From an optimization exercise on the open Yosys and OpenROAD flow, aimed at small area, a short achievable clock period and few clock cycles; shortcuts taken in it are not production practice.
The RTL was checked by simulation tests, not by an equivalence proof against the original design.

**design/flow/design.v**
```verilog
module bh83_b83codec (
    input  wire        clk,
    input  wire        rst_n,       
    input  wire        start,
    input  wire        op,          
    input  wire [3:0]  len,         
    input  wire [63:0] value,       
    input  wire [79:0] chars_in,    
    output wire        ready,
    output reg         done,
    output reg  [3:0]  err_code,    
    output wire [15:0] err_info,
    output wire [63:0] res,         
    output wire [79:0] chars_out    
);
    localparam [3:0] E_OK       = 4'd0;
    localparam [3:0] E_INV_LEN  = 4'd2;
    localparam [3:0] E_INV_CHAR = 4'd3;
    localparam [3:0] E_ILLEGAL  = 4'd6;
    function [7:0] alpha;
        input [6:0] d;
        begin
            if (d < 7'd10)      alpha = 8'h30 + {1'b0, d};
            else if (d < 7'd36) alpha = 8'h41 + {1'b0, d} - 8'd10;
            else if (d < 7'd62) alpha = 8'h61 + {1'b0, d} - 8'd36;
            else begin
                case (d)
                    7'd62: alpha = 8'h23;   
                    7'd63: alpha = 8'h24;   
                    7'd64: alpha = 8'h25;   
                    7'd65: alpha = 8'h2A;   
                    7'd66: alpha = 8'h2B;   
                    7'd67: alpha = 8'h2C;   
                    7'd68: alpha = 8'h2D;   
                    7'd69: alpha = 8'h2E;   
                    7'd70: alpha = 8'h3A;   
                    7'd71: alpha = 8'h3B;   
                    7'd72: alpha = 8'h3D;   
                    7'd73: alpha = 8'h3F;   
                    7'd74: alpha = 8'h40;   
                    7'd75: alpha = 8'h5B;   
                    7'd76: alpha = 8'h5D;   
                    7'd77: alpha = 8'h5E;   
                    7'd78: alpha = 8'h5F;   
                    7'd79: alpha = 8'h7B;   
                    7'd80: alpha = 8'h7C;   
                    7'd81: alpha = 8'h7D;   
                    default: alpha = 8'h7E;  
                endcase
            end
        end
    endfunction
    function [7:0] digit_of;
        input [7:0] b;
        begin
            if (b >= 8'h30 && b <= 8'h39)      digit_of = b - 8'h30;
            else if (b >= 8'h41 && b <= 8'h5A) digit_of = b - 8'h41 + 8'd10;
            else if (b >= 8'h61 && b <= 8'h7A) digit_of = b - 8'h61 + 8'd36;
            else begin
                case (b)
                    8'h23: digit_of = 8'd62;
                    8'h24: digit_of = 8'd63;
                    8'h25: digit_of = 8'd64;
                    8'h2A: digit_of = 8'd65;
                    8'h2B: digit_of = 8'd66;
                    8'h2C: digit_of = 8'd67;
                    8'h2D: digit_of = 8'd68;
                    8'h2E: digit_of = 8'd69;
                    8'h3A: digit_of = 8'd70;
                    8'h3B: digit_of = 8'd71;
                    8'h3D: digit_of = 8'd72;
                    8'h3F: digit_of = 8'd73;
                    8'h40: digit_of = 8'd74;
                    8'h5B: digit_of = 8'd75;
                    8'h5D: digit_of = 8'd76;
                    8'h5E: digit_of = 8'd77;
                    8'h5F: digit_of = 8'd78;
                    8'h7B: digit_of = 8'd79;
                    8'h7C: digit_of = 8'd80;
                    8'h7D: digit_of = 8'd81;
                    8'h7E: digit_of = 8'd82;
                    default: digit_of = 8'h80;
                endcase
            end
        end
    endfunction
    function [7:0] dstep;
        input [7:0] t;
        reg ge;
        reg [7:0] bw;
        begin
            ge    = t[7] | (t[6] & (t[5] | (t[4] & (t[3] | t[2] | (t[1] & t[0])))));
            bw[1] = ~t[0];
            bw[2] = ~t[1] | bw[1];
            bw[3] = ~t[2] & bw[2];
            bw[4] = ~t[3] & bw[3];
            bw[5] = ~t[4] | bw[4];
            bw[6] = ~t[5] & bw[5];
            dstep = {ge,
                     t[6] ^ (ge & ~bw[6]),
                     t[5] ^ (ge &  bw[5]),
                     t[4] ^ (ge & ~bw[4]),
                     t[3] ^ (ge &  bw[3]),
                     t[2] ^ (ge &  bw[2]),
                     t[1] ^ (ge & ~bw[1]),
                     t[0] ^ ge};
        end
    endfunction
    function [7:0] alpha_step;
        input [7:0] t;
        begin
            case (t)
                8'd0: alpha_step = 8'h30;
                8'd1: alpha_step = 8'h31;
                8'd2: alpha_step = 8'h32;
                8'd3: alpha_step = 8'h33;
                8'd4: alpha_step = 8'h34;
                8'd5: alpha_step = 8'h35;
                8'd6: alpha_step = 8'h36;
                8'd7: alpha_step = 8'h37;
                8'd8: alpha_step = 8'h38;
                8'd9: alpha_step = 8'h39;
                8'd10: alpha_step = 8'h41;
                8'd11: alpha_step = 8'h42;
                8'd12: alpha_step = 8'h43;
                8'd13: alpha_step = 8'h44;
                8'd14: alpha_step = 8'h45;
                8'd15: alpha_step = 8'h46;
                8'd16: alpha_step = 8'h47;
                8'd17: alpha_step = 8'h48;
                8'd18: alpha_step = 8'h49;
                8'd19: alpha_step = 8'h4a;
                8'd20: alpha_step = 8'h4b;
                8'd21: alpha_step = 8'h4c;
                8'd22: alpha_step = 8'h4d;
                8'd23: alpha_step = 8'h4e;
                8'd24: alpha_step = 8'h4f;
                8'd25: alpha_step = 8'h50;
                8'd26: alpha_step = 8'h51;
                8'd27: alpha_step = 8'h52;
                8'd28: alpha_step = 8'h53;
                8'd29: alpha_step = 8'h54;
                8'd30: alpha_step = 8'h55;
                8'd31: alpha_step = 8'h56;
                8'd32: alpha_step = 8'h57;
                8'd33: alpha_step = 8'h58;
                8'd34: alpha_step = 8'h59;
                8'd35: alpha_step = 8'h5a;
                8'd36: alpha_step = 8'h61;
                8'd37: alpha_step = 8'h62;
                8'd38: alpha_step = 8'h63;
                8'd39: alpha_step = 8'h64;
                8'd40: alpha_step = 8'h65;
                8'd41: alpha_step = 8'h66;
                8'd42: alpha_step = 8'h67;
                8'd43: alpha_step = 8'h68;
                8'd44: alpha_step = 8'h69;
                8'd45: alpha_step = 8'h6a;
                8'd46: alpha_step = 8'h6b;
                8'd47: alpha_step = 8'h6c;
                8'd48: alpha_step = 8'h6d;
                8'd49: alpha_step = 8'h6e;
                8'd50: alpha_step = 8'h6f;
                8'd51: alpha_step = 8'h70;
                8'd52: alpha_step = 8'h71;
                8'd53: alpha_step = 8'h72;
                8'd54: alpha_step = 8'h73;
                8'd55: alpha_step = 8'h74;
                8'd56: alpha_step = 8'h75;
                8'd57: alpha_step = 8'h76;
                8'd58: alpha_step = 8'h77;
                8'd59: alpha_step = 8'h78;
                8'd60: alpha_step = 8'h79;
                8'd61: alpha_step = 8'h7a;
                8'd62: alpha_step = 8'h23;
                8'd63: alpha_step = 8'h24;
                8'd64: alpha_step = 8'h25;
                8'd65: alpha_step = 8'h2a;
                8'd66: alpha_step = 8'h2b;
                8'd67: alpha_step = 8'h2c;
                8'd68: alpha_step = 8'h2d;
                8'd69: alpha_step = 8'h2e;
                8'd70: alpha_step = 8'h3a;
                8'd71: alpha_step = 8'h3b;
                8'd72: alpha_step = 8'h3d;
                8'd73: alpha_step = 8'h3f;
                8'd74: alpha_step = 8'h40;
                8'd75: alpha_step = 8'h5b;
                8'd76: alpha_step = 8'h5d;
                8'd77: alpha_step = 8'h5e;
                8'd78: alpha_step = 8'h5f;
                8'd79: alpha_step = 8'h7b;
                8'd80: alpha_step = 8'h7c;
                8'd81: alpha_step = 8'h7d;
                8'd82: alpha_step = 8'h7e;
                8'd83: alpha_step = 8'h30;
                8'd84: alpha_step = 8'h31;
                8'd85: alpha_step = 8'h32;
                8'd86: alpha_step = 8'h33;
                8'd87: alpha_step = 8'h34;
                8'd88: alpha_step = 8'h35;
                8'd89: alpha_step = 8'h36;
                8'd90: alpha_step = 8'h37;
                8'd91: alpha_step = 8'h38;
                8'd92: alpha_step = 8'h39;
                8'd93: alpha_step = 8'h41;
                8'd94: alpha_step = 8'h42;
                8'd95: alpha_step = 8'h43;
                8'd96: alpha_step = 8'h44;
                8'd97: alpha_step = 8'h45;
                8'd98: alpha_step = 8'h46;
                8'd99: alpha_step = 8'h47;
                8'd100: alpha_step = 8'h48;
                8'd101: alpha_step = 8'h49;
                8'd102: alpha_step = 8'h4a;
                8'd103: alpha_step = 8'h4b;
                8'd104: alpha_step = 8'h4c;
                8'd105: alpha_step = 8'h4d;
                8'd106: alpha_step = 8'h4e;
                8'd107: alpha_step = 8'h4f;
                8'd108: alpha_step = 8'h50;
                8'd109: alpha_step = 8'h51;
                8'd110: alpha_step = 8'h52;
                8'd111: alpha_step = 8'h53;
                8'd112: alpha_step = 8'h54;
                8'd113: alpha_step = 8'h55;
                8'd114: alpha_step = 8'h56;
                8'd115: alpha_step = 8'h57;
                8'd116: alpha_step = 8'h58;
                8'd117: alpha_step = 8'h59;
                8'd118: alpha_step = 8'h5a;
                8'd119: alpha_step = 8'h61;
                8'd120: alpha_step = 8'h62;
                8'd121: alpha_step = 8'h63;
                8'd122: alpha_step = 8'h64;
                8'd123: alpha_step = 8'h65;
                8'd124: alpha_step = 8'h66;
                8'd125: alpha_step = 8'h67;
                8'd126: alpha_step = 8'h68;
                8'd127: alpha_step = 8'h69;
                8'd128: alpha_step = 8'h6a;
                8'd129: alpha_step = 8'h6b;
                8'd130: alpha_step = 8'h6c;
                8'd131: alpha_step = 8'h6d;
                8'd132: alpha_step = 8'h6e;
                8'd133: alpha_step = 8'h6f;
                8'd134: alpha_step = 8'h70;
                8'd135: alpha_step = 8'h71;
                8'd136: alpha_step = 8'h72;
                8'd137: alpha_step = 8'h73;
                8'd138: alpha_step = 8'h74;
                8'd139: alpha_step = 8'h75;
                8'd140: alpha_step = 8'h76;
                8'd141: alpha_step = 8'h77;
                8'd142: alpha_step = 8'h78;
                8'd143: alpha_step = 8'h79;
                8'd144: alpha_step = 8'h7a;
                8'd145: alpha_step = 8'h23;
                8'd146: alpha_step = 8'h24;
                8'd147: alpha_step = 8'h25;
                8'd148: alpha_step = 8'h2a;
                8'd149: alpha_step = 8'h2b;
                8'd150: alpha_step = 8'h2c;
                8'd151: alpha_step = 8'h2d;
                8'd152: alpha_step = 8'h2e;
                8'd153: alpha_step = 8'h3a;
                8'd154: alpha_step = 8'h3b;
                8'd155: alpha_step = 8'h3d;
                8'd156: alpha_step = 8'h3f;
                8'd157: alpha_step = 8'h40;
                8'd158: alpha_step = 8'h5b;
                8'd159: alpha_step = 8'h5d;
                8'd160: alpha_step = 8'h5e;
                8'd161: alpha_step = 8'h5f;
                8'd162: alpha_step = 8'h7b;
                8'd163: alpha_step = 8'h7c;
                8'd164: alpha_step = 8'h7d;
                8'd165: alpha_step = 8'h7e;
                8'd166: alpha_step = 8'h30;
                8'd167: alpha_step = 8'h31;
                8'd168: alpha_step = 8'h32;
                8'd169: alpha_step = 8'h33;
                8'd170: alpha_step = 8'h34;
                8'd171: alpha_step = 8'h35;
                8'd172: alpha_step = 8'h36;
                8'd173: alpha_step = 8'h37;
                8'd174: alpha_step = 8'h38;
                8'd175: alpha_step = 8'h39;
                8'd176: alpha_step = 8'h41;
                8'd177: alpha_step = 8'h42;
                8'd178: alpha_step = 8'h43;
                8'd179: alpha_step = 8'h44;
                8'd180: alpha_step = 8'h45;
                8'd181: alpha_step = 8'h46;
                8'd182: alpha_step = 8'h47;
                8'd183: alpha_step = 8'h48;
                8'd184: alpha_step = 8'h49;
                8'd185: alpha_step = 8'h4a;
                8'd186: alpha_step = 8'h4b;
                8'd187: alpha_step = 8'h4c;
                8'd188: alpha_step = 8'h4d;
                8'd189: alpha_step = 8'h4e;
                8'd190: alpha_step = 8'h4f;
                8'd191: alpha_step = 8'h50;
                8'd192: alpha_step = 8'h51;
                8'd193: alpha_step = 8'h52;
                8'd194: alpha_step = 8'h53;
                8'd195: alpha_step = 8'h54;
                8'd196: alpha_step = 8'h55;
                8'd197: alpha_step = 8'h56;
                8'd198: alpha_step = 8'h57;
                8'd199: alpha_step = 8'h58;
                8'd200: alpha_step = 8'h59;
                8'd201: alpha_step = 8'h5a;
                8'd202: alpha_step = 8'h61;
                8'd203: alpha_step = 8'h62;
                8'd204: alpha_step = 8'h63;
                8'd205: alpha_step = 8'h64;
                8'd206: alpha_step = 8'h65;
                8'd207: alpha_step = 8'h66;
                8'd208: alpha_step = 8'h67;
                8'd209: alpha_step = 8'h68;
                8'd210: alpha_step = 8'h69;
                8'd211: alpha_step = 8'h6a;
                8'd212: alpha_step = 8'h6b;
                8'd213: alpha_step = 8'h6c;
                8'd214: alpha_step = 8'h6d;
                8'd215: alpha_step = 8'h6e;
                8'd216: alpha_step = 8'h6f;
                8'd217: alpha_step = 8'h70;
                8'd218: alpha_step = 8'h71;
                8'd219: alpha_step = 8'h72;
                8'd220: alpha_step = 8'h73;
                8'd221: alpha_step = 8'h74;
                8'd222: alpha_step = 8'h75;
                8'd223: alpha_step = 8'h76;
                8'd224: alpha_step = 8'h77;
                8'd225: alpha_step = 8'h78;
                8'd226: alpha_step = 8'h79;
                8'd227: alpha_step = 8'h7a;
                8'd228: alpha_step = 8'h23;
                8'd229: alpha_step = 8'h24;
                8'd230: alpha_step = 8'h25;
                8'd231: alpha_step = 8'h2a;
                8'd232: alpha_step = 8'h2b;
                8'd233: alpha_step = 8'h2c;
                8'd234: alpha_step = 8'h2d;
                8'd235: alpha_step = 8'h2e;
                8'd236: alpha_step = 8'h3a;
                8'd237: alpha_step = 8'h3b;
                8'd238: alpha_step = 8'h3d;
                8'd239: alpha_step = 8'h3f;
                8'd240: alpha_step = 8'h40;
                8'd241: alpha_step = 8'h5b;
                8'd242: alpha_step = 8'h5d;
                8'd243: alpha_step = 8'h5e;
                8'd244: alpha_step = 8'h5f;
                8'd245: alpha_step = 8'h7b;
                8'd246: alpha_step = 8'h7c;
                8'd247: alpha_step = 8'h7d;
                8'd248: alpha_step = 8'h7e;
                8'd249: alpha_step = 8'h30;
                8'd250: alpha_step = 8'h31;
                8'd251: alpha_step = 8'h32;
                8'd252: alpha_step = 8'h33;
                8'd253: alpha_step = 8'h34;
                8'd254: alpha_step = 8'h35;
                8'd255: alpha_step = 8'h36;
                default: alpha_step = 8'h30;
            endcase
        end
    endfunction
    reg        in_v;      
    reg        in_op;
    reg [3:0]  in_len;
    reg [79:0] dat;       
    reg        first;     
    reg        last_r;    
    reg [4:0]  wsel;      
    reg [3:0]  cnt;       
    reg [6:0]  rem;       
    reg        ph;        
    reg        perr;      
    reg [3:0]  ecode;
    reg [79:0] r;         
    reg        ready_r;   
    wire rdy = ~in_v | last_r;
    assign ready     = ready_r;
    assign res       = r[63:0];
    assign chars_out = r;
    assign err_info  = r[15:0];
    wire [12:0] win = ({13{wsel[0]}} & dat[12:0])  |
                      ({13{wsel[1]}} & dat[25:13]) |
                      ({13{wsel[2]}} & dat[38:26]) |
                      ({13{wsel[3]}} & dat[51:39]) |
                      ({13{wsel[4]}} & {1'b0, dat[63:52]});
    reg  [12:0] qw;
    reg  [6:0]  rq;
    reg  [6:0]  rq1;      
    reg  [7:0]  st;
    integer     i;
    always @(*) begin
        rq  = rem;
        rq1 = rem;
        for (i = 12; i >= 0; i = i - 1) begin
            if (i == 0) rq1 = rq;
            st    = dstep({rq, win[i]});
            qw[i] = st[7];
            rq    = st[6:0];
        end
    end
    wire nz1 = |dat[25:13];
    wire nz2 = |dat[38:26];
    wire nz3 = |dat[51:39];
    wire nz4 = |dat[63:52];
    wire [4:0] wtop = nz4 ? 5'b10000 : nz3 ? 5'b01000 : nz2 ? 5'b00100 :
                      nz1 ? 5'b00010 : 5'b00001;
    wire too_wide = (wsel[1] & (nz2 | nz3 | nz4)) | (wsel[2] & (nz3 | nz4)) |
                    (wsel[3] & nz4);
    wire [7:0] ch_r   = alpha_step({rq1, win[0]});
    wire [6:0] msd    = (in_len == 4'd1) ? dat[6:0] : qw[6:0];
    wire [7:0] ch_msd = alpha(msd);
    wire       msd_bad = (msd >= 7'd83) |
                         ((in_len == 4'd1) ? (|dat[12:7]) : (|qw[12:7])) |
                         nz1 | nz2 | nz3 | nz4;
    wire [7:0] ga = digit_of(dat[7:0]);
    wire [7:0] cb = first ? ((in_len == 4'd1) ? dat[7:0] : dat[15:8]) :
                    (cnt == 4'd2) ? dat[23:16] :
                    (cnt == 4'd3) ? dat[31:24] :
                    (cnt == 4'd4) ? dat[39:32] :
                    (cnt == 4'd5) ? dat[47:40] :
                    (cnt == 4'd6) ? dat[55:48] :
                    (cnt == 4'd7) ? dat[63:56] :
                    (cnt == 4'd8) ? dat[71:64] : dat[79:72];
    wire [7:0] gb = digit_of(cb);
    wire [31:0] ma = first ? {25'd0, (in_len > 4'd1) ? ga[6:0] : 7'd0} :
                     ph    ? r[63:32] : r[31:0];
    wire [6:0]  md = (first & (in_len == 4'd0)) ? 7'd0 :
                     ph    ? rem : gb[6:0];
    wire [38:0] mac;
    mac83 u_mac (.a(ma), .d(md), .y(mac));
    wire fb0 = ga[7] & (in_len != 4'd0);
    wire fb1 = gb[7] & (in_len > 4'd1);
    wire dbad = first ? (fb0 | fb1) : gb[7];
    wire [15:0] dbad_info = !first ? {4'd0, cnt, cb} :
                            fb0    ? {8'd0, dat[7:0]} : {8'd1, dat[15:8]};
    wire illegal = in_len > 4'd10;
    wire enc_bad = (in_len == 4'd0) ? (|dat[63:0]) : msd_bad;
    wire divdone = wsel[0];    
    reg [4:0]  wsel_n;
    reg        ph_n;
    reg [3:0]  cnt_n;
    reg [6:0]  rem_n;
    reg        perr_n;
    reg [3:0]  ecode_n;
    reg        last_n;
    reg [3:0]  code_f;    
    reg        err_wr;    
    reg [15:0] err_val;
    always @(*) begin
        wsel_n  = wsel;
        ph_n    = ph;
        cnt_n   = cnt;
        rem_n   = rem;
        perr_n  = perr;
        ecode_n = ecode;
        last_n  = 1'b0;
        code_f  = E_OK;
        err_wr  = 1'b0;
        err_val = {12'd0, in_len};
        if (last_r) begin
            if (illegal) begin
                code_f = E_ILLEGAL;
                err_wr = 1'b1;
            end else if (perr) begin
                code_f = ecode;
            end else if (!in_op) begin
                if (enc_bad) begin
                    code_f = E_INV_LEN;
                    err_wr = 1'b1;
                end
            end else if (!ph & dbad) begin
                code_f  = E_INV_CHAR;
                err_wr  = 1'b1;
                err_val = dbad_info;
            end
        end else if (!in_op) begin
            if (divdone) begin
                cnt_n  = cnt - 4'd1;
                rem_n  = 7'd0;
                wsel_n = wtop;
            end else begin
                rem_n  = rq;
                wsel_n = {1'b0, wsel[4:1]};
            end
            last_n = (cnt_n == 4'd1) & wsel_n[0];
            if (first & too_wide) begin
                perr_n  = 1'b1;
                ecode_n = E_INV_LEN;
                err_wr  = 1'b1;
                last_n  = 1'b1;
            end
        end else begin
            if (ph) begin
                cnt_n = cnt + 4'd1;
                ph_n  = 1'b0;
            end else if (!first & (cnt > 4'd4)) begin
                rem_n = mac[38:32];
                ph_n  = 1'b1;
            end else begin
                cnt_n = first ? 4'd2 : cnt + 4'd1;
            end
            if (!ph & dbad) begin
                perr_n  = 1'b1;
                ecode_n = E_INV_CHAR;
                err_wr  = 1'b1;
                err_val = dbad_info;
            end
            last_n = perr_n | ((cnt_n == in_len - 4'd1) & (ph_n | (cnt_n < 4'd5)));
        end
    end
    reg [79:0] r_n;
    integer c;
    always @(*) begin
        r_n = r;
        if (last_r & perr) begin
        end else if (in_op) begin
            if (ph) r_n[63:32] = mac[31:0];
            else    r_n[31:0]  = mac[31:0];
            if (first) r_n[63:32] = 32'd0;
        end else begin
            for (c = 0; c < 10; c = c + 1) begin
                if (first) r_n[8*c +: 8] = 8'd0;
                if (divdone & (cnt == c)) r_n[8*c +: 8] = ch_r;
            end
            if (last_r & (in_len != 4'd0)) r_n[7:0] = ch_msd;
        end
        if (err_wr) r_n[15:0] = err_val;
    end
    always @(posedge clk) begin
        if (!rst_n) begin
            in_v    <= 1'b0;
            done    <= 1'b0;
            ready_r <= 1'b1;
        end else begin
            done <= in_v & last_r;
            if (rdy) begin
                in_v    <= start;
                ready_r <= ~start | (len <= 4'd2) | (len > 4'd10);
            end else begin
                ready_r <= last_n;
            end
        end
        if (in_v) begin
            r <= r_n;
            if (last_r) err_code <= code_f;
        end
        if (rdy) begin
            in_op  <= op;
            in_len <= len;
            dat    <= op ? chars_in : {16'd0, value};
            first  <= 1'b1;
            last_r <= (len <= 4'd2) | (len > 4'd10);
            wsel   <= (len <= 4'd2) ? 5'b00001 : (len <= 4'd4) ? 5'b00010 :
                      (len <= 4'd6) ? 5'b00100 : (len == 4'd7) ? 5'b01000 :
                      5'b10000;
            cnt    <= len - 4'd1;
            rem    <= 7'd0;
            ph     <= 1'b0;
            perr   <= 1'b0;
        end else if (in_v) begin
            if (!in_op) begin
                if (wsel[0]) dat[12:0]  <= qw;
                if (wsel[1]) dat[25:13] <= qw;
                if (wsel[2]) dat[38:26] <= qw;
                if (wsel[3]) dat[51:39] <= qw;
                if (wsel[4]) dat[63:52] <= qw[11:0];
            end
            first  <= 1'b0;
            last_r <= last_n;
            wsel   <= wsel_n;
            ph     <= ph_n;
            cnt    <= cnt_n;
            rem    <= rem_n;
            perr   <= perr_n;
            ecode  <= ecode_n;
        end
    end
endmodule
module mac83 (
    input  wire [31:0] a,
    input  wire [6:0]  d,
    output wire [38:0] y
);
    wire [38:0] p0 = {7'd0, a};
    wire [38:0] p1 = {6'd0, a, 1'b0};
    wire [38:0] p2 = {3'd0, a, 4'd0};
    wire [38:0] p3 = {1'd0, a, 6'd0} | {32'd0, 1'b0, d[5:0]};
    wire [38:0] s1 = p0 ^ p1 ^ p2;
    wire [38:0] c1 = {(p0[37:0] & p1[37:0]) | (p0[37:0] & p2[37:0]) | (p1[37:0] & p2[37:0]), 1'b0};
    wire [38:0] s2 = s1 ^ c1 ^ p3;
    wire [38:0] c2 = {(s1[37:0] & c1[37:0]) | (s1[37:0] & p3[37:0]) | (c1[37:0] & p3[37:0]), 1'b0};
    wire [38:0] w  = {32'd0, d[6], 6'd0};
    wire [38:0] s3 = s2 ^ c2 ^ w;
    wire [38:0] c3 = {(s2[37:0] & c2[37:0]) | (s2[37:0] & w[37:0]) | (c2[37:0] & w[37:0]), 1'b0};
    reg [38:0] sum;
    reg [38:0] s0;
    reg [39:0] c;
    reg        cin;
    reg        all1;
    integer    i, b;
    always @(*) begin
        cin = 1'b0;
        for (b = 0; b < 3; b = b + 1) begin
            c[13*b] = 1'b0;
            for (i = 13*b; i < 13*b + 13; i = i + 1) begin
                s0[i]  = s3[i] ^ c3[i] ^ c[i];
                c[i+1] = (s3[i] & c3[i]) | (c[i] & (s3[i] ^ c3[i]));
            end
            all1 = 1'b1;
            for (i = 13*b; i < 13*b + 13; i = i + 1) begin
                sum[i] = s0[i] ^ (cin & all1);
                all1   = all1 & s0[i];
            end
            cin = c[13*b+13] | (cin & all1);
        end
    end
    assign y = sum;
endmodule
```
**design/flow/standard.sh**
```bash
#!/bin/bash
# synth_recipe.tcl (not shown) runs the flow's synth.tcl, then flattens the netlist and writes it again
# the make line also repeats each setting of config.mk as NAME=value (left out here)
make -C /OpenROAD-flow-scripts/flow DESIGN_CONFIG=/design/flow/config.mk WORK_HOME=/design/flow/orfs CLKGATE_MAP_FILE= SYNTH_SCRIPT=/design/flow/synth_recipe.tcl "${@:-finish}"
```
**design/flow/config.mk**
```make
export PLATFORM = sky130hd
export DESIGN_NAME = bh83_b83codec
export DESIGN_NICKNAME = bh83_b83codec
export VERILOG_FILES = /design/flow/design.v
export SDC_FILE = /design/flow/constraint.sdc
export NUM_CORES = 4
export LEC_CHECK = 0
export ABC_AREA = 1
export CAP_MARGIN = 20
export CORE_MARGIN = 2
export CORE_UTILIZATION = 55
export SLEW_MARGIN = 20
```
**design/flow/constraint.sdc**
```tcl
create_clock -name core_clock -period 80.0 [get_ports {clk}]
set_input_delay 16.0000 -clock core_clock [delete_from_list [all_inputs] [get_ports {clk}]]
set_output_delay 16.0000 -clock core_clock [all_outputs]
set_load 0.01 [all_outputs]
```
**design/flow/flow/run.sh**
```bash
#!/bin/bash
set -euo pipefail
export BUFFER_PORTS_ARGS="-buffer_cell sky130_fd_sc_hd__buf_1"
bash standard.sh > standard_flow.log 2>&1
```
==> results of run 1 <==
-- cells in the mapped netlist, drive strengths merged (5+ instances only) --
cell and n:
a211oi 10, a21oi 154, a31oi 21, buf 109, clkbuf 70, clkinv 11, dfxtp 13, edfxtp 177
fa 94, ha 113, inv 398, nand2 634, nand3 122, nand4 20, nor2 354, nor3 42
nor4 19, o211ai 49, o21ai 316, o221ai 6, o22ai 52, o31ai 11, o41ai 5, or2 9
xnor2 6, xor2 64
-- cell families after synthesis --
kind of cell | after synthesis | synth area share, %
AND/OR/NAND/NOR | 1210 | 24.4
other | 2 | 0.0361
XOR/XNOR | 70 | 3.13
flip-flops | 190 | 26.8
adder cells (fa/ha/maj) | 207 | 15.8
AO/OA/AOI/OAI | 650 | 17.6
buffers and inverters | 588 | 12.3
-- critical path: cells and delay by family, from the launching register on --
family | cells | cell delay [ns]
and+or+nand+nor | 81 | 9.17
AOI/OAI and AO/OA | 15 | 3.16
buffers and inverters | 2 | 0.17
adders and majority gates | 14 | 3.74
xor gates and xnor gates | 7 | 1.22
DFF | 1 | 0.63
-- state kept, by name, indices dropped and copies added (netlist names), 3 cells and up --
name and count:
cnt 4, dat 80, err_code 3, in_len 4, r 78, rem 7
wsel 5
-- per-layer routing --
| layer | GRT usage, % | share of wire [%] |
|---|---|---|
| met1 | 48.2 | 40 |
| met4 | 16.7 | 4.9 |
| met2 | 59.3 | 46 |
| met3 | 5.44 | 9.5 |
| met5 | 0 | 0.018 |
-- through the flow --
stage | setup WS, ns | std cells
after floorplan | 63.03 | 2923
after global placement | 62.60 | 3582
after detailed placement | 62.05 | 3582
after CTS | 61.95 | 3614
after global routing | 59.81 | 3614
final | 61.55 | 3614
-- layout make-up --
type | count | area [sq um] | area share (%)
clock buffers | 17 | 425 | 1.90
clock inverters | 15 | 186 | 0.833
inverters | 409 | 1540 | 6.86
multi-input cells | 2145 | 12700 | 56.9
flip-flops and latches | 190 | 5580 | 24.9
well taps | 511 | 639 | 2.86
repair buffers | 327 | 1280 | 5.71
-- how the worst max path moves through the flow --
stage | start | to | slack, ns | depth (start not counted)
floorplan | op | dat[0] | 63.03 | 5
global placement | op | dat[60] | 62.60 | 4
detailed placement | wsel[0] | r[5] | 62.05 | 119
CTS | wsel[0] | r[5] | 61.95 | 119
global route | wsel[0] | r[5] | 59.81 | 120
finish | wsel[0] | r[5] | 61.55 | 119
==> reports/metrics.csv, run 1 <==
metric;value;unit
outcome;finished clean;
GR Overflow Total;0;
Post-Route Utilization;59.7;%
Post-synth EDFFs;177;
Yosys Warn Count;2;
Final ANT Viol Nets;0;
area delta synth->final;7.48;%
die height;199;um
postcts setup bufs;0;
setup TNS;0;ns
clock skew;0.0255;ns
CTS root buf;clkbuf_16;
Startpoint Class;register;
FP Rows;71;
Achievable Freq;0.0542;GHz
global-route wire length before repair;110;mm
clock tree sinks;190;
Max FO, Critical Path;21;
R2R Setup Slk;61.55;ns
CP required;80.22;ns
die width;199;um
# fillers;3612;
DP Area;21800;sq um
max cap viols;0;
Avg Inst Size Synth;7.14;sq um
Initial DRC Count;2508;
largest net degree at the start of global routing;96;
CTS tree;built;
hold endpoint;perr;
Setup Crit Path Kind;register to register;
Yosys top cell area share;25.5;%
initial core utilization;55.5;%
antenna violations before repair;1;
RePlAce Congestion;1.07;
part of the cycle the worst path needs;23.1;%
ANT cells;0;
pins over their slew limit;0;
DR vias/cell;5.92;
min-delay src;perr;
clk slew on worst S/H paths;0.09;ns
Synth cell types;55;
DRT Pass-1 Iters;7;
WL final;72.5;mm
most frequent cells in the layout;nand2_1 (593), inv_1 (374), nor2_1 (353), buf_1 (313), o21ai_0 (272);
end of the worst register-to-register path;r[5];
cell count of the worst reg-to-reg path;119;
CP arrival;18.66;ns
DRC;0;
GRT Total Usage;36.5;%
final hold violation count;0;
post-synth top area cell;edfxtp_1;
fin crit period;18.45;ns
hold slack final;0.515;ns
H-tree depth;4;
relative slew slack;24.9;%
post-detail-place hpwl;57.2;mm
crit path max-delay cell type;edfxtp_1;
Layout Nets;3449;
Hold Path Depth;2;
Post-synth ARST share;0;%
predominant post-synthesis flop cell;edfxtp_1;
Synth Register Bits;190;
clock latency (worst-skew pair);0.46;ns
CP most frequent cell;nand2_1;
CP max stage delay;0.63;ns
CTS resizes;0;
vias in the first global route;20034;
Buffers on Ports;314;
layout cells sized above 1;4.35;%
wire per inst;20.1;um
r2r startpoint;wsel[0];
mapped cell area;20800;sq um
Final Instance Area;22400;sq um
Post-Synthesis Cells;2917;
commonest non-fill, non-tap cell in the layout;nand2_1;
RSZ-0062 raised after global routing;no;
synth top area cells;edfxtp_1 (26%), nand2_1 (11%), fa_1 (9.0%);
crit end category;register;
Core Footprint;37500;sq um
CTS Buf Count;17;
Die ar.;39400;sq um
CTS Hold Bufs;0;
Slew @ Worst Pin;1.13;ns
IO Count;318;
Hold Crit Class;register to register;
vias;21412;
sequential fraction of the synthesis area;26.8;%
Final setup viols;0;
CTS max path bufs;2;
Testbench counts, summed over its fixed seeds: cycles 8,677.
==> run 2, diff against run 1 <==
--- a/design/flow/design.v
+++ b/design/flow/design.v
@@ -19,71 +19,164 @@
     localparam [3:0] E_ILLEGAL  = 4'd6;
     function [7:0] alpha;
         input [6:0] d;
+        reg [7:0] k;
+        reg [7:0] sp;
+        reg [4:0] si;
         begin
-            if (d < 7'd10)      alpha = 8'h30 + {1'b0, d};
-            else if (d < 7'd36) alpha = 8'h41 + {1'b0, d} - 8'd10;
-            else if (d < 7'd62) alpha = 8'h61 + {1'b0, d} - 8'd36;
-            else begin
-                case (d)
-                    7'd62: alpha = 8'h23;   
-                    7'd63: alpha = 8'h24;   
-                    7'd64: alpha = 8'h25;   
-                    7'd65: alpha = 8'h2A;   
-                    7'd66: alpha = 8'h2B;   
-                    7'd67: alpha = 8'h2C;   
-                    7'd68: alpha = 8'h2D;   
-                    7'd69: alpha = 8'h2E;   
-                    7'd70: alpha = 8'h3A;   
-                    7'd71: alpha = 8'h3B;   
-                    7'd72: alpha = 8'h3D;   
-                    7'd73: alpha = 8'h3F;   
-                    7'd74: alpha = 8'h40;   
-                    7'd75: alpha = 8'h5B;   
-                    7'd76: alpha = 8'h5D;   
-                    7'd77: alpha = 8'h5E;   
-                    7'd78: alpha = 8'h5F;   
-                    7'd79: alpha = 8'h7B;   
-                    7'd80: alpha = 8'h7C;   
-                    7'd81: alpha = 8'h7D;   
-                    default: alpha = 8'h7E;  
-                endcase
-            end
+            k  = (d < 7'd10) ? 8'd48 : (d < 7'd36) ? 8'd55 : 8'd61;
+            si = d - 7'd62;
+            case (si)
+                5'd0: sp = 8'h23;   
+                5'd1: sp = 8'h24;   
+                5'd2: sp = 8'h25;   
+                5'd3: sp = 8'h2a;   
+                5'd4: sp = 8'h2b;   
+                5'd5: sp = 8'h2c;   
+                5'd6: sp = 8'h2d;   
+                5'd7: sp = 8'h2e;   
+                5'd8: sp = 8'h3a;   
+                5'd9: sp = 8'h3b;   
+                5'd10: sp = 8'h3d;   
+                5'd11: sp = 8'h3f;   
+                5'd12: sp = 8'h40;   
+                5'd13: sp = 8'h5b;   
+                5'd14: sp = 8'h5d;   
+                5'd15: sp = 8'h5e;   
+                5'd16: sp = 8'h5f;   
+                5'd17: sp = 8'h7b;   
+                5'd18: sp = 8'h7c;   
+                5'd19: sp = 8'h7d;   
+                5'd20: sp = 8'h7e;   
+                default: sp = 8'h7E;
+            endcase
+            alpha = (d >= 7'd62) ? sp : ({1'b0, d} + k);
         end
     endfunction
-    function [7:0] digit_of;
+    function [7:0] digit_of_r;
         input [7:0] b;
         begin
-            if (b >= 8'h30 && b <= 8'h39)      digit_of = b - 8'h30;
-            else if (b >= 8'h41 && b <= 8'h5A) digit_of = b - 8'h41 + 8'd10;
-            else if (b >= 8'h61 && b <= 8'h7A) digit_of = b - 8'h61 + 8'd36;
+            if (b >= 8'h30 && b <= 8'h39)      digit_of_r = b - 8'h30;
+            else if (b >= 8'h41 && b <= 8'h5A) digit_of_r = b - 8'h41 + 8'd10;
+            else if (b >= 8'h61 && b <= 8'h7A) digit_of_r = b - 8'h61 + 8'd36;
             else begin
                 case (b)
-                    8'h23: digit_of = 8'd62;
-                    8'h24: digit_of = 8'd63;
-                    8'h25: digit_of = 8'd64;
-                    8'h2A: digit_of = 8'd65;
-                    8'h2B: digit_of = 8'd66;
-                    8'h2C: digit_of = 8'd67;
-                    8'h2D: digit_of = 8'd68;
-                    8'h2E: digit_of = 8'd69;
-                    8'h3A: digit_of = 8'd70;
-                    8'h3B: digit_of = 8'd71;
-                    8'h3D: digit_of = 8'd72;
-                    8'h3F: digit_of = 8'd73;
-                    8'h40: digit_of = 8'd74;
-                    8'h5B: digit_of = 8'd75;
-                    8'h5D: digit_of = 8'd76;
-                    8'h5E: digit_of = 8'd77;
-                    8'h5F: digit_of = 8'd78;
-                    8'h7B: digit_of = 8'd79;
-                    8'h7C: digit_of = 8'd80;
-                    8'h7D: digit_of = 8'd81;
-                    8'h7E: digit_of = 8'd82;
-                    default: digit_of = 8'h80;
+                    8'h23: digit_of_r = 8'd62;
+                    8'h24: digit_of_r = 8'd63;
+                    8'h25: digit_of_r = 8'd64;
+                    8'h2A: digit_of_r = 8'd65;
+                    8'h2B: digit_of_r = 8'd66;
+                    8'h2C: digit_of_r = 8'd67;
+                    8'h2D: digit_of_r = 8'd68;
+                    8'h2E: digit_of_r = 8'd69;
+                    8'h3A: digit_of_r = 8'd70;
+                    8'h3B: digit_of_r = 8'd71;
+                    8'h3D: digit_of_r = 8'd72;
+                    8'h3F: digit_of_r = 8'd73;
+                    8'h40: digit_of_r = 8'd74;
+                    8'h5B: digit_of_r = 8'd75;
+                    8'h5D: digit_of_r = 8'd76;
+                    8'h5E: digit_of_r = 8'd77;
+                    8'h5F: digit_of_r = 8'd78;
+                    8'h7B: digit_of_r = 8'd79;
+                    8'h7C: digit_of_r = 8'd80;
+                    8'h7D: digit_of_r = 8'd81;
+                    8'h7E: digit_of_r = 8'd82;
+                    default: digit_of_r = 8'h80;
                 endcase
             end
         end
     endfunction
+    function [7:0] digit_of;
+        input [7:0] b;
+        begin
+            case (b)
+                8'h23: digit_of = 8'd62;
+                8'h24: digit_of = 8'd63;
+                8'h25: digit_of = 8'd64;
+                8'h2a: digit_of = 8'd65;
+                8'h2b: digit_of = 8'd66;
+                8'h2c: digit_of = 8'd67;
+                8'h2d: digit_of = 8'd68;
+                8'h2e: digit_of = 8'd69;
+                8'h30: digit_of = 8'd0;
+                8'h31: digit_of = 8'd1;
+                8'h32: digit_of = 8'd2;
+                8'h33: digit_of = 8'd3;
+                8'h34: digit_of = 8'd4;
+                8'h35: digit_of = 8'd5;
+                8'h36: digit_of = 8'd6;
+                8'h37: digit_of = 8'd7;
+                8'h38: digit_of = 8'd8;
+                8'h39: digit_of = 8'd9;
+                8'h3a: digit_of = 8'd70;
+                8'h3b: digit_of = 8'd71;
+                8'h3d: digit_of = 8'd72;
+                8'h3f: digit_of = 8'd73;
+                8'h40: digit_of = 8'd74;
+                8'h41: digit_of = 8'd10;
+                8'h42: digit_of = 8'd11;
+                8'h43: digit_of = 8'd12;
+                8'h44: digit_of = 8'd13;
+                8'h45: digit_of = 8'd14;
+                8'h46: digit_of = 8'd15;
+                8'h47: digit_of = 8'd16;
+                8'h48: digit_of = 8'd17;
+                8'h49: digit_of = 8'd18;
+                8'h4a: digit_of = 8'd19;
+                8'h4b: digit_of = 8'd20;
+                8'h4c: digit_of = 8'd21;
+                8'h4d: digit_of = 8'd22;
+                8'h4e: digit_of = 8'd23;
+                8'h4f: digit_of = 8'd24;
+                8'h50: digit_of = 8'd25;
+                8'h51: digit_of = 8'd26;
+                8'h52: digit_of = 8'd27;
+                8'h53: digit_of = 8'd28;
+                8'h54: digit_of = 8'd29;
+                8'h55: digit_of = 8'd30;
+                8'h56: digit_of = 8'd31;
+                8'h57: digit_of = 8'd32;
+                8'h58: digit_of = 8'd33;
+                8'h59: digit_of = 8'd34;
+                8'h5a: digit_of = 8'd35;
+                8'h5b: digit_of = 8'd75;
+                8'h5d: digit_of = 8'd76;
+                8'h5e: digit_of = 8'd77;
+                8'h5f: digit_of = 8'd78;
+                8'h61: digit_of = 8'd36;
+                8'h62: digit_of = 8'd37;
+                8'h63: digit_of = 8'd38;
+                8'h64: digit_of = 8'd39;
+                8'h65: digit_of = 8'd40;
+                8'h66: digit_of = 8'd41;
+                8'h67: digit_of = 8'd42;
+                8'h68: digit_of = 8'd43;
+                8'h69: digit_of = 8'd44;
+                8'h6a: digit_of = 8'd45;
+                8'h6b: digit_of = 8'd46;
+                8'h6c: digit_of = 8'd47;
+                8'h6d: digit_of = 8'd48;
+                8'h6e: digit_of = 8'd49;
+                8'h6f: digit_of = 8'd50;
+                8'h70: digit_of = 8'd51;
+                8'h71: digit_of = 8'd52;
+                8'h72: digit_of = 8'd53;
+                8'h73: digit_of = 8'd54;
+                8'h74: digit_of = 8'd55;
+                8'h75: digit_of = 8'd56;
+                8'h76: digit_of = 8'd57;
+                8'h77: digit_of = 8'd58;
+                8'h78: digit_of = 8'd59;
+                8'h79: digit_of = 8'd60;
+                8'h7a: digit_of = 8'd61;
+                8'h7b: digit_of = 8'd79;
+                8'h7c: digit_of = 8'd80;
+                8'h7d: digit_of = 8'd81;
+                8'h7e: digit_of = 8'd82;
+                default: digit_of = 8'h80;
+            endcase
+        end
+    endfunction
     function [7:0] dstep;
         input [7:0] t;
         reg ge;
@@ -423,7 +516,7 @@
     wire       msd_bad = (msd >= 7'd83) |
                          ((in_len == 4'd1) ? (|dat[12:7]) : (|qw[12:7])) |
                          nz1 | nz2 | nz3 | nz4;
-    wire [7:0] ga = digit_of(dat[7:0]);
+    wire [7:0] ga = digit_of_r(dat[7:0]);
     wire [7:0] cb = first ? ((in_len == 4'd1) ? dat[7:0] : dat[15:8]) :
                     (cnt == 4'd2) ? dat[23:16] :
                     (cnt == 4'd3) ? dat[31:24] :
==> design/flow/flow/run.sh (replaced) <==
#!/bin/bash
set -euo pipefail
export BUFFER_PORTS_ARGS="-buffer_cell sky130_fd_sc_hd__buf_1"
export SETUP_SLACK_MARGIN=62
bash standard.sh > standard_flow.log 2>&1
==> run 2 against run 1 <==
Effect of this change:
- global-route usage down 0.67 points
- critical path type is now input port to register
- clock skew down 0.0055 ns
- first-iteration DRC count down 11%
- synthesized cell count down 3.9%
- final area down 1.1%
- register-to-register slack better by 1.9 ns
- utilization up 0.78 points
==> reports/metrics.csv, run 2 <==
metric;value;unit;change
outcome;finished clean;;
clk slew on worst S/H paths;0.08;ns;about the same
CP arrival;17.55;ns;-1.11 ns
Layout Nets;3357;;-2.7%
CTS tree;built;;
Initial DRC Count;2226;;-11%
Post-Route Utilization;60.5;%;+0.78 points
IO Count;318;;unchanged
Place WS;62.26;ns;+0.213 ns
Largest regs;dat (80), r (78), rem (7);;
CTS root buf;clkbuf_16;;
relative slew slack;26.6;%;+1.7 points
clock skew;0.0201;ns;-0.00548 ns
clock latency (worst-skew pair);0.46;ns;about the same
final worst slack;62.70;ns;+1.15 ns
Setup Crit Path Kind;input port to register;;
post-detail-place hpwl;55.2;mm;-3.5%
synth top area cells;edfxtp_1 (26%), nand2_1 (10%), fa_1 (9.3%);;
# fillers;3462;;-4.2%
DRT Pass-1 Iters;6;;-1
part of the cycle the worst path needs;21.6;%;-1.4 points
Synth cell types;60;;+9.1%
WL final;70.3;mm;-3.0%
Post-synth EDFFs;177;;unchanged
vias;20593;;-3.8%
CTS max path bufs;2;;unchanged
H-tree depth;4;;unchanged
layout cells sized above 1;5.46;%;+1.1 points
Achievable Freq;0.0578;GHz;+6.6%
cell count of the worst reg-to-reg path;118;;-0.84%
Reg with most FFs;dat;;
setup TNS;0;ns;unchanged
end of the worst register-to-register path;r[4];;
die width;197;um;-0.94%
GR Overflow Total;0;;unchanged
Die ar.;38700;sq um;-1.9%
DRC;0;;unchanged
FP Rows;70;;-1.4%
commonest non-fill, non-tap cell in the layout;nand2_1;;
vias in the first global route;19307;;-3.6%
final hold violation count;0;;unchanged
pins over their slew limit;0;;unchanged
sequential fraction of the synthesis area;27.3;%;+0.52 points
cell with the most instances after synthesis;nand2_1;;
global-route wire length before repair;107;mm;-3.0%
fin crit period;17.30;ns;-1.15 ns
DP Area;21200;sq um;-2.5%
Max FO, Critical Path;64;;+200%
GRT Total Usage;35.8;%;-0.67 points
hold endpoint;perr;;
Final setup viols;0;;unchanged
Core Footprint;36600;sq um;-2.3%
most frequent cells in the layout;nand2_1 (560), inv_1 (332), buf_1 (313), nor2_1 (307), o21ai_0 (292);;
R2R Setup Slk;63.45;ns;+1.90 ns
max cap viols;0;;unchanged
mapped cell area;20400;sq um;-1.9%
Hold Path Depth;2;;unchanged
Yosys top cell area share;26.0;%;+0.50 points
Post-Synthesis Cells;2804;;-3.9%
Final Instance Area;22100;sq um;-1.1%
Avg Inst Size Synth;7.28;sq um;+2.0%
Yosys Warn Count;2;;unchanged
RSZ-0062 raised after global routing;no;;
CTS Buf Count;17;;unchanged
largest net degree at the start of global routing;82;;-15%
DR vias/cell;5.93;;about the same
wire per inst;20.3;um;+0.93%
Buffers on Ports;314;;unchanged
Hold Crit Class;register to register;;
die height;197;um;-0.94%
area delta synth->final;8.39;%;
Post-synth ARST share;0;%;unchanged
Synth Register Bits;190;;unchanged
predominant post-synthesis flop cell;edfxtp_1;;
crit end category;register;;
min-delay src;perr;;
Final ANT Viol Nets;0;;unchanged
top cells by count, synth;nand2_1 (564), inv_1 (332), nor2_1 (308);;
initial core utilization;55.8;%;+0.25 points
post-synth top area cell;edfxtp_1;;
Startpoint Class;input port;;
clock tree sinks;190;;unchanged
Slew @ Worst Pin;1.10;ns;-0.0262 ns
antenna violations before repair;1;;unchanged
r2r startpoint;dat[12];;
RePlAce Congestion;1.01;;-5.0%
CP required;80.25;ns;+0.03 ns
max reg flops;80;;unchanged
## run 2: cell count changes after synthesis, moves of 11 or more
cell	previous run	this run
nor2_1	354	308
inv_1	375	332
nand2_1	593	564
nand3_1	122	144
o21ai_0	276	296
nor3_1	42	25
inv_2	23	9
o211ai_1	49	36
xor2_1	59	48
## run 2: through the flow
step	hold WS, ns	instances
global placement	0.502	3418
global route	0.565	3472
finish	0.530	3473
detailed placement	0.499	3418
floorplan	0.446	2810
CTS	0.518	3450
## run 2: area by class of cell
class                   instances  area [sq um]  area share [%]
diodes                          1          2.50          0.0113
clock buffers                  17           425            1.92
clock inverters                15           196           0.887
inverters                     353          1330            6.01
multi-input cells            2080         12600            56.8
flip-flops and latches        190          5580            25.2
well taps                     468           586            2.65
repair buffers                349          1440            6.52
## run 2: logic make-up after synthesis
kind of cell	share of synthesized area (%)
XOR/XNOR	2.63
AND/OR/NAND/NOR	23.5
adder cells (fa/ha/maj)	16.6
buffers and inverters	11.9
AO/OA/AOI/OAI	18.0
flip-flops	27.3
other	0.0368
## run 2: timing repair
action / CTS / global route
resized for setup: 0 / 25
buffers inserted: 0 / 21
setup endpoints to repair: 0 / 101
hold buffers: 0 / 0
## run 2: worst max path at each step
stage	from	end	slack, ns
after floorplan	op	dat[10]	63.03
after global placement	op	dat[15]	62.26
after detailed placement	op	dat[53]	62.26
after CTS	wsel[0]	r[4]	62.40
after global routing	dat[12]	r[4]	61.93
final	op	dat[58]	62.70
## run 2: routing by layer
layer | up-vias | part of all wire, % | track usage (%)
met4 | 0 | 4.3 | 13.0
met3 | 202 | 9.7 | 6.86
met1 | 9495 | 40 | 47.1
met5 | - | 0 | 0
li1 | 9651 | - | -
met2 | 1245 | 46 | 59.1
## run 2: worst max-delay path, stage by stage
cell and delay (ns):
clkbuf_2 0.33, inv_2 0.82, nor2_1 0.07, o21ai_0 0.31
Testbench counts of run 2, summed over its fixed seeds: cycles 8,677.
==> run 3, diff against run 2 <==
==> design/flow/flow/run.sh (replaced) <==
#!/bin/bash
set -euo pipefail
export BUFFER_PORTS_ARGS="-buffer_cell sky130_fd_sc_hd__buf_1"
export SETUP_SLACK_MARGIN=63
bash standard.sh > standard_flow.log 2>&1
==> run 3 against run 2 <==
Effect of this change:
- die area unchanged
- critical path depth down 2
- sequential share of layout area down 0.61 points
- clock skew up 0.0012 ns
- critical path type is now register to output port
- still clean on timing, DRC and antenna
- utilization up 1.5 points
- count of clock-buffer cells in the layout unchanged
- critical endpoint is now chars_out[4]
- global-route usage up 0.13 points
==> reports/metrics.csv, run 3 <==
metric;value;unit;change
CTS Hold Bufs;0;;unchanged
H-tree depth;4;;unchanged
final hold violation count;0;;unchanged
Achievable Freq;0.0583;GHz;+0.86%
commonest non-fill, non-tap cell in the layout;nand2_1;;
max reg flops;80;;unchanged
Multi-input gate area;12700;sq um;+1.3%
DRT Pass-1 Iters;6;;unchanged
fin crit period;17.15;ns;-0.148 ns
Final setup viols;0;;unchanged
clock skew;0.0212;ns;+0.00115 ns
Post-synth EDFFs;177;;unchanged
r2r startpoint;dat[12];;
global-route wire length before repair;107;mm;+0.35%
layout cells sized above 1;10.2;%;+4.7 points
outcome;finished clean;;
Synth cell types;60;;unchanged
setup TNS;0;ns;unchanged
Initial DRC Count;2200;;-1.2%
met1 Usage GRT;47.0;%;-0.19 points
predominant post-synthesis flop cell;edfxtp_1;;
FP Rows;70;;unchanged
post-detail-place hpwl;55.2;mm;unchanged
GRT Total Usage;36.0;%;+0.13 points
IO Count;318;;unchanged
GRT busiest layer;met2;;
area delta synth->final;11.1;%;
met2 usage;59.2;%;+0.092 points
end of the worst register-to-register path;r[4];;
RePlAce Congestion;1.01;;unchanged
CP arrival;1.15;ns;-16.40 ns
antenna violations before repair;1;;unchanged
Buffers on Ports;314;;unchanged
die width;197;um;unchanged
crit end category;output port;;
relative slew slack;28.6;%;+1.9 points
top cells by count, synth;nand2_1 (564), inv_1 (332), nor2_1 (308);;
Yosys Warn Count;2;;unchanged
sequential fraction of the synthesis area;27.3;%;unchanged
Yosys top cell area share;26.0;%;unchanged
# fillers;3400;;-1.8%
GR Overflow Total;0;;unchanged
die height;197;um;unchanged
Sequential Area;5580;sq um;unchanged
max cap viols;0;;unchanged
cell count of the worst reg-to-reg path;120;;+1.7%
crit path max-delay cell type;edfxtp_1;;
mapped cell area;20400;sq um;unchanged
Setup Crit Path Kind;register to output port;;
Core Footprint;36600;sq um;unchanged
crit-path cells;buf_4 -> buf_1;;
Post-Route Utilization;62.0;%;+1.5 points
hold endpoint;perr;;
DR vias/cell;5.95;;+0.38%
CTS Buf Count;17;;unchanged
Hold Crit Class;register to register;;
Synth Register Bits;190;;unchanged
Largest regs;dat (80), r (78), rem (7);;
DRC;0;;unchanged
Setup crit start;r[4];;
Layout Nets;3386;;+0.86%
CTS tree;built;;
ANT cells;0;;-1
Avg Inst Size Synth;7.28;sq um;unchanged
pins over their slew limit;0;;unchanged
cell with the most instances after synthesis;nand2_1;;
WP buf/inv;2;;unchanged
vias in the first global route;19512;;+1.1%
CP required;64.00;ns;-16.25 ns
CTS max path bufs;2;;unchanged
clk slew on worst S/H paths;0.08;ns;about the same
vias;20838;;+1.2%
largest net degree at the start of global routing;82;;unchanged
Hold Path Depth;2;;unchanged
synth top area cells;edfxtp_1 (26%), nand2_1 (10%), fa_1 (9.3%);;
Startpoint Class;register;;
CTS root buf;clkbuf_16;;
R2R Setup Slk;63.99;ns;+0.54 ns
Reg with most FFs;dat;;
post-synth top area cell;edfxtp_1;;
Post-Synthesis Cells;2804;;unchanged
Die ar.;38700;sq um;unchanged
RSZ-0062 raised after global routing;yes;;
Post-synth ARST share;0;%;unchanged
hold slack final;0.530;ns;-0.000336 ns
WL final;71.4;mm;+1.5%
clock tree sinks;190;;unchanged
wire per inst;20.4;um;+0.69%
min-delay src;perr;;
met3 usage;6.93;%;+0.068 points
Slew @ Worst Pin;1.07;ns;-0.0290 ns
part of the cycle the worst path needs;21.4;%;-0.19 points
crit-path leading delay family;flip-flops;;
CP max stage delay;0.40;ns;-0.42 ns
Final ANT Viol Nets;0;;unchanged
Max FO, Critical Path;2;;-97%
most frequent cells in the layout;nand2_1 (552), inv_1 (332), nor2_1 (306), o21ai_0 (292), buf_1 (220);;
initial core utilization;55.8;%;unchanged
clock latency (worst-skew pair);0.46;ns;about the same
-- run 3: cell counts after synthesis --
Identical to the previous run, type by type.
-- run 3: how the worst max path moves through the flow --
stage / end / slack (ns) / depth (start not counted)
after floorplan: dat[10] / 63.03 / 5
final: chars_out[4] / 62.85 / 2
after CTS: res[1] / 62.86 / 1
after global placement: dat[15] / 62.26 / 4
after global routing: r[4] / 62.77 / 120
after detailed placement: dat[53] / 62.26 / 4
-- run 3: worst min-delay path, stage by stage, from the launching register on --
cell	delay, ns
dfxtp_1	0.36
o21ai_0	0.10
inv_1	0.05
-- run 3: cell families after synthesis --
| group | synth area share, % |
|---|---|
| AO/OA/AOI/OAI | 18.0 |
| buffers and inverters | 11.9 |
| flip-flops | 27.3 |
| XOR/XNOR | 2.63 |
| adder cells (fa/ha/maj) | 16.6 |
| other | 0.0368 |
| AND/OR/NAND/NOR | 23.5 |
-- run 3: repair_timing --
item                                   4_1_cts  5_1_grt
cloned                                       0        1
setup endpoints to repair                  298      252
buffers inserted                            21       28
resized for setup                           30      137
pin swaps                                    0        9
endpoints found under the hold margin        0        0
-- run 3: area by class of cell --
type	instances	area share (%)
multi-input cells	2081	56.2
flip-flops and latches	190	24.6
repair buffers	377	8.05
inverters	353	5.88
well taps	468	2.58
clock buffers	17	1.88
clock inverters	15	0.866
-- run 3: metal layers --
layer | part of all wire [%] | vias up
met5 | 0.021 | -
met4 | 4.4 | 2
met3 | 10 | 195
met2 | 46 | 1306
met1 | 39 | 9622
li1 | - | 9713
-- run 3: through the flow --
step	std cells	area, sq um	setup slack, ns
3_5_place_dp	3418	21200	62.26
6_report	3501	22700	62.85
2_1_floorplan	2810	20400	63.03
5_1_grt	3501	22700	62.77
4_1_cts	3471	22100	62.86
3_3_place_gp	3418	21200	62.26
==> run 4, diff against run 3 <==
==> design/flow/flow/run.sh (replaced) <==
#!/bin/bash
set -euo pipefail
export BUFFER_PORTS_ARGS="-buffer_cell sky130_fd_sc_hd__buf_1"
export SETUP_SLACK_MARGIN=61
bash standard.sh > standard_flow.log 2>&1
==> run 4 against run 3 <==
Effect of this change:
- largest cell class unchanged
- critical path type is now input port to register
- setup slack got worse by 0.16 ns
- fmax fell by 0.90%
- final cell count fell by 1.1%
- still clean on timing, DRC and antenna
- sequential cell count did not move
==> reports/metrics.csv, run 4 <==
metric;value;unit;change
outcome;finished clean;;
Achievable Freq;0.0578;GHz;-0.90%
mapped cell area;20400;sq um;unchanged
Buffers on Ports;314;;unchanged
die height;197;um;unchanged
setup TNS;0;ns;unchanged
GR Overflow Total;0;;unchanged
clock latency (worst-skew pair);0.46;ns;about the same
RSZ-0062 raised after global routing;no;;
Setup Crit Path Kind;input port to register;;
final hold violation count;0;;unchanged
sequential fraction of the synthesis area;27.3;%;unchanged
Reg with most FFs;dat;;
Initial DRC Count;2105;;-4.3%
Hold Crit Class;register to register;;
crit path max-delay cell type;inv_2;;
max cap viols;0;;unchanged
Startpoint Class;input port;;
WL final;70.1;mm;-1.8%
wire per inst;20.2;um;-0.78%
Final setup viols;0;;unchanged
largest net degree at the start of global routing;82;;unchanged
clock tree sinks;190;;unchanged
DRC;0;;unchanged
met2 usage;59.1;%;-0.092 points
vias in the first global route;19307;;-1.1%
antenna violations before repair;1;;unchanged
commonest non-fill, non-tap cell in the layout;nand2_1;;
IO Count;318;;unchanged
Final ANT Viol Nets;0;;unchanged
final worst slack;62.69;ns;-0.156 ns
CTS max path bufs;2;;unchanged
vias;20503;;-1.6%
max reg flops;80;;unchanged
area delta synth->final;7.57;%;
top cells by count, synth;nand2_1 (564), inv_1 (332), nor2_1 (308);;
Hold Path Depth;2;;unchanged
post-synth top area cell;edfxtp_1;;
FP Rows;70;;unchanged
Core Footprint;36600;sq um;unchanged
predominant post-synthesis flop cell;edfxtp_1;;
RePlAce Congestion;1.01;;unchanged
H-tree depth;4;;unchanged
CP max stage delay;0.82;ns;+0.42 ns
Post-synth ARST share;0;%;unchanged
GRT Total Usage;35.8;%;-0.13 points
met3 usage;6.86;%;-0.068 points
Synth Register Bits;190;;unchanged
DRT Pass-1 Iters;6;;unchanged
layout cells sized above 1;4.64;%;-5.5 points
Max FO, Critical Path;64;;+62
Post-Synthesis Cells;2804;;unchanged
DR vias/cell;5.92;;-0.56%
Largest regs;dat (80), r (78), rem (7);;
Place WS;62.26;ns;unchanged
clk slew on worst S/H paths;0.08;ns;about the same
initial core utilization;55.8;%;unchanged
CP required;80.25;ns;+16.25 ns
post-detail-place hpwl;55.2;mm;unchanged
synth top area cells;edfxtp_1 (26%), nand2_1 (10%), fa_1 (9.3%);;
crit end category;register;;
CTS tree;built;;
clock skew;0.0201;ns;-0.00106 ns
Post-synth EDFFs;177;;unchanged
CTS root buf;clkbuf_16;;
fin crit period;17.31;ns;+0.156 ns
Synth cell types;60;;unchanged
die width;197;um;unchanged
Avg Inst Size Synth;7.28;sq um;unchanged
met1 Usage GRT;47.1;%;+0.19 points
CTS Buf Count;17;;unchanged
Yosys Warn Count;2;;unchanged
most frequent cells in the layout;nand2_1 (563), inv_1 (332), buf_1 (313), nor2_1 (307), o21ai_0 (292);;
Layout Nets;3348;;-1.1%
relative slew slack;28.5;%;-0.057 points
GRT busiest layer;met2;;
part of the cycle the worst path needs;21.6;%;+0.20 points
crit-path cells;clkbuf_2 -> inv_2 -> nor2_1 -> o21ai_0;;
pins over their slew limit;0;;unchanged
cell count of the worst reg-to-reg path;117;;-2.5%
cell with the most instances after synthesis;nand2_1;;
Slew @ Worst Pin;1.07;ns;+0.000851 ns
Die ar.;38700;sq um;unchanged
global-route wire length before repair;107;mm;-0.35%
CP arrival;17.56;ns;+16.41 ns
Yosys top cell area share;26.0;%;unchanged
run 4: cell counts after synthesis:
Identical to the previous run, type by type.
run 4: cells by family (layout without fill, tap and decap cells):
logic type | Yosys count | in the layout | synth area share, %
flip-flops | 190 | 190 | 27.3
XOR/XNOR | 58 | 58 | 2.63
other | 2 | 9 | 0.0368
AO/OA/AOI/OAI | 664 | 664 | 18.0
buffers and inverters | 540 | 725 | 11.9
adder cells (fa/ha/maj) | 214 | 214 | 16.6
AND/OR/NAND/NOR | 1136 | 1136 | 23.5
run 4: cell type report:
type / count / area [sq um]
timing repair buffer: 340 / 1380
sequential: 190 / 5580
tap: 468 / 586
clock inverter: 15 / 196
inverter: 353 / 1330
antenna: 1 / 2.50
multi-input combinational: 2080 / 12500
clock buffer: 17 / 425
fill: 3483 / 14600
run 4: what timing repair did:
item,CTS,global route
hold buffers,0,0
setup buffers,0,12
gates resized for setup,0,6
setup endpoints to repair,0,89
run 4: metrics by stage:
stage                     std cells  util, %  instance area (sq um)  hold WS (ns)
final                          3464     60.0                  22000         0.531
after detailed placement       3418     57.9                  21200         0.499
after CTS                      3450     59.6                  21800         0.518
after global routing           3463     60.0                  22000         0.565
after global placement         3418     57.9                  21200         0.502
after floorplan                2810        -                  20400         0.446
run 4: final timing paths:
kind                              start  endpoint  slack, ns
worst max-delay path                 op   dat[53]      62.69
worst min-delay path               perr      perr       0.53
worst max register to register  dat[12]      r[4]      62.77
worst min register to register     perr      perr       0.53
run 4: worst max-delay path, delay by kind of cell:
family	cells	cell delay (ns)
compound gates	1	0.30
simple gates	1	0.09
buf+inv	2	1.15
run 4: per-layer routing:
layer	routed length (um)	vias up
li1	-	9629
met1	28300	9523
met2	32400	1180
met3	6730	171
met4	2710	0
met5	0	-

what the ideal ports hide:
How much do the figures lean on ideal ports? The routed layouts below were timed once more, with nothing changed but the port constraints. Step 1 sets driving cells, clkbuf_16 on the clock port and buf_2 on the other inputs (assumed; they add their load-dependent delay and slew). Step 2 also shifts input and output timing later by t, the mid clock arrival at the registers, as if the neighbouring blocks saw the same clock. Three values: ideal, step 1, step 2; two values: the first two.
| run | shift t [ns] | setup slack, ns | hold slack, ns | worst slew at a driven data input, ns |
|---|---|---|---|---|
| run 1 | 0.500 | 61.554 / 61.554 / 61.554 | 0.515 / 0.515 / 0.515 | 0.04 |
| run 2 | 0.503 | 62.700 / 62.730 / 62.227 | 0.530 / 0.530 / 0.530 | 0.05 |
| run 3 | 0.504 | 62.848 / 62.794 / 62.666 | 0.530 / 0.530 / 0.530 | 0.05 |
| run 4 | 0.504 | 62.692 / 62.723 / 62.219 | 0.531 / 0.531 / 0.531 | 0.05 |
After both steps setup and hold are still met in every run listed.
